Background: an optimization exercise with open tools, aiming at small area, a short achievable clock period and few clock cycles. Do not read the settings as production practice.
Only simulation tests tie the RTL to the original design; equivalence was not proved.
No activity file was given, so power comes from the tool's default toggle rates.

run A:
## ups_deframer
module ups_deframer (
    input  wire       clk,
    input  wire       rst,
    input  wire       in_valid,
    input  wire [7:0] in_byte,
    output wire       in_ready,
    output wire       out_valid,
    input  wire       out_ready,
    output wire [7:0] out_data,
    output wire       out_len,
    output wire [1:0] dfr_state,
    output wire [7:0] emits,
    output wire [7:0] pos_push,
    output wire [7:0] pos_look,
    output wire [7:0] pos_start
);
    localparam [7:0] MAGIC = 8'h55;
    localparam [1:0] ST_SEARCH = 2'd0;
    localparam [1:0] ST_HDR    = 2'd1;
    localparam [1:0] ST_BODY   = 2'd2;
    localparam [2:0] W_SCAN1 = 3'd1;   
    localparam [2:0] W_ADDR  = 3'd2;   
    localparam [2:0] W_SIZE  = 3'd3;   
    localparam [2:0] W_SUM   = 3'd4;   
    reg [7:0]  ring [0:63];
    reg [63:0] cand;
    reg [6:0] push;
    reg [6:0] look;
    reg [6:0] start;
    reg [1:0] state;
    reg [7:0] emit_cnt;
    reg [7:0] prev;      
    reg [6:0] size;      
    reg [7:0] cs;        
    reg       eng;       
    reg [2:0] wst;
    reg [5:0] k;         
    reg       first;     
    reg       em;        
    reg       o_len;
    reg [7:0] o_data;
    reg [5:0] e_left;    
    reg [5:0] raddr;     
    reg [6:0] e;         
    function [7:0] chk_step;
        input [7:0] c;
        input [7:0] b;
        begin
            chk_step = (c ^ b) + 8'd1;
        end
    endfunction
    function [7:0] hcs_of;
        input [7:0] s;
        begin
            hcs_of = chk_step(8'h56, s);
        end
    endfunction
    function [7:0] cs3_of;
        input [7:0] s;
        reg [7:0] h;
        begin
            h = hcs_of(s);
            cs3_of = chk_step(chk_step(chk_step(h, MAGIC), s), h);
        end
    endfunction
    wire busy = eng || em;
    wire take = in_valid && !busy;
    wire in_magic   = (in_byte == MAGIC);
    wire prev_magic = (prev == MAGIC);
    wire prev_szok  = (prev >= 8'd3) && (prev <= 8'd64);
    wire hv_now     = (in_byte == hcs_of(prev)) && prev_szok;
    wire [6:0] push1 = push + 7'd1;
    wire [6:0] avail = push - start;    
    wire [5:0] s6    = start[5:0];
    wire [5:0] p6    = push[5:0];
    wire [2:0]  lo   = look[2:0];
  ...
Size in the first run: about 3,600 cells after synthesis, about 57 I/O pins, ~33,000 µm² of cells after synthesis.
export LEC_CHECK = 0
export ABC_AREA = 1
export CAP_MARGIN = 20
export CORE_MARGIN = 2
export CORE_UTILIZATION = 40
export PLACE_DENSITY = 0.6
export SETUP_SLACK_MARGIN = 5
export SLEW_MARGIN = 20
create_clock -name core_clock -period 10.0 [get_ports {clk}]
standard.sh (not shown) runs the stock make flow with config.mk's settings and CLKGATE_MAP_FILE= SYNTH_SCRIPT=/design/flow/synth_recipe.tcl, a recipe that flattens the netlist after the stock synthesis.
==> flow/flow/run.sh <==
#!/bin/bash
set -euo pipefail
MARGIN=${MARGIN:-6.3}
bash standard.sh SETUP_SLACK_MARGIN=$MARGIN finish > standard_flow.log 2>&1
Testbench counts of run A, summed over its fixed seeds: cycles 46,795.
Edits applied to the flow inputs when going from run A to run B:
- a change of PLACE_DENSITY from 0.6 to 0.7
- a change of CORE_UTILIZATION from 40 to 55
-- flow/flow/run.sh --
<<< run A, line 3
MARGIN=${MARGIN:-6.3}
>>> run B, line 3
MARGIN=${MARGIN:-6}
### Flow results
Between run A and run B, sequential share of layout area increased. Going from run A to run B, placed wire-length estimate went down 4.6 mm; final area went down 1400 µm². Run B vs run A, clock skew went up by 0.0086 ns. Between run A and run B, number of clock buffers in the layout decreased.
Changes in run C relative to run B:
- CORE_UTILIZATION: 55 -> 40
- PLACE_DENSITY: 0.7 -> 0.6
-- flow/flow/run.sh --
<<< run B, line 3
MARGIN=${MARGIN:-6}
>>> run C, line 3
MARGIN=${MARGIN:-6.75}
==> results.txt <==
- Delta(wire length the detailed router placed on met1, run C - run B) > 0
- Of run C and run B, the run reporting the higher via count of the first global-routing pass was run C.
- Row maximum single-stage delay on the critical path: run C lower / run B higher
- Chip width ended up 17% higher on run C than on run B.
- Run C ended with every stage complete and zero timing, DRC or antenna violations.
- Going from run B to run C, the area growth from synthesis to final layout was found to have gone up by 17 points.
- Run comparison: run C start point of the critical path state[0]; run B start point of the critical path start[0]
- Delta (run C minus run B): number of antenna violations at the first check in global routing picked up an extra 3, final cell count picked up an extra 548, relative area of clock buffers and inverters in the final design lost 0.65 points.
- Run C against run B: leakage power rose by 2.2 nW; core region area rose by about 40%.
## Diff of input files: run D against run C
-- flow/flow/run.sh --
<<< run C, line 3
MARGIN=${MARGIN:-6.75}
>>> run D, line 3
MARGIN=${MARGIN:-6}
Results
- Compared to run C, run D has area overhead of the layout relative to synthesis 15 points lower.
- Relative to run C, the final cell area reported for run D is lower.
- Run D ends up with a number of iterations in the first detailed-routing pass that is 1 lower than in run C.
- Part of the total power dissipated in combinational logic ends up higher on run C.
- Post-layout utilization of the core down 6.1 points in run D wrt run C
- The fraction of layout cells with a size suffix above 1 reported for run D is smaller than that of run C by 17 points.
- Measured against run C, the area taken by multi-input logic gates of run D comes out at 0.851 times the reference value.
- Run D -> run C: async set or reset register ratio after synthesis delta 0, exact match
- Looking at count of antenna diodes in the layout across run D and run C, the one that comes out higher is run C.

==> re-timing with driven ports <==
In the flow no input, the clock included, has a driving cell. The finished layouts below were timed again as built, in two steps. Step 1 (the two cells are an assumption about what drives the block):
set clk [get_ports {clk}]
set_driving_cell -lib_cell sky130_fd_sc_hd__clkbuf_16 $clk
set_driving_cell -lib_cell sky130_fd_sc_hd__buf_2 [delete_from_list [all_inputs] $clk]
Step 2 also shifts input and output timing later by t, the mid clock arrival at the registers, as if the neighbouring blocks saw the same clock. Slacks: no drivers / after step 1 / after step 2; pairs: no drivers / after step 1.
| run | t (ns) | setup WS [ns] | worst hold slack (ns) | worst setup path at the end | cell pins on the clock port's net |
|---|---|---|---|---|---|
| run A | 0.680 | 6.315 / 6.295 / 5.685 | 0.505 / 0.505 / 0.505 | input to register | 1 |
| run B | 0.692 | 6.003 / 5.941 / 5.460 | 0.502 / 0.502 / 0.502 | input to register | 1 |
| run C | 0.686 | 6.484 / 6.421 / 5.809 | 0.471 / 0.471 / 0.471 | input to register | 1 |
| run D | 0.676 | 5.967 / 5.905 / 5.404 | 0.502 / 0.502 / 0.502 | input to register | 1 |
After both steps setup and hold are still met in every run listed. The setup slack of run C, which loses most, moves by -0.063 ns with the drivers and by -0.675 ns with both steps.
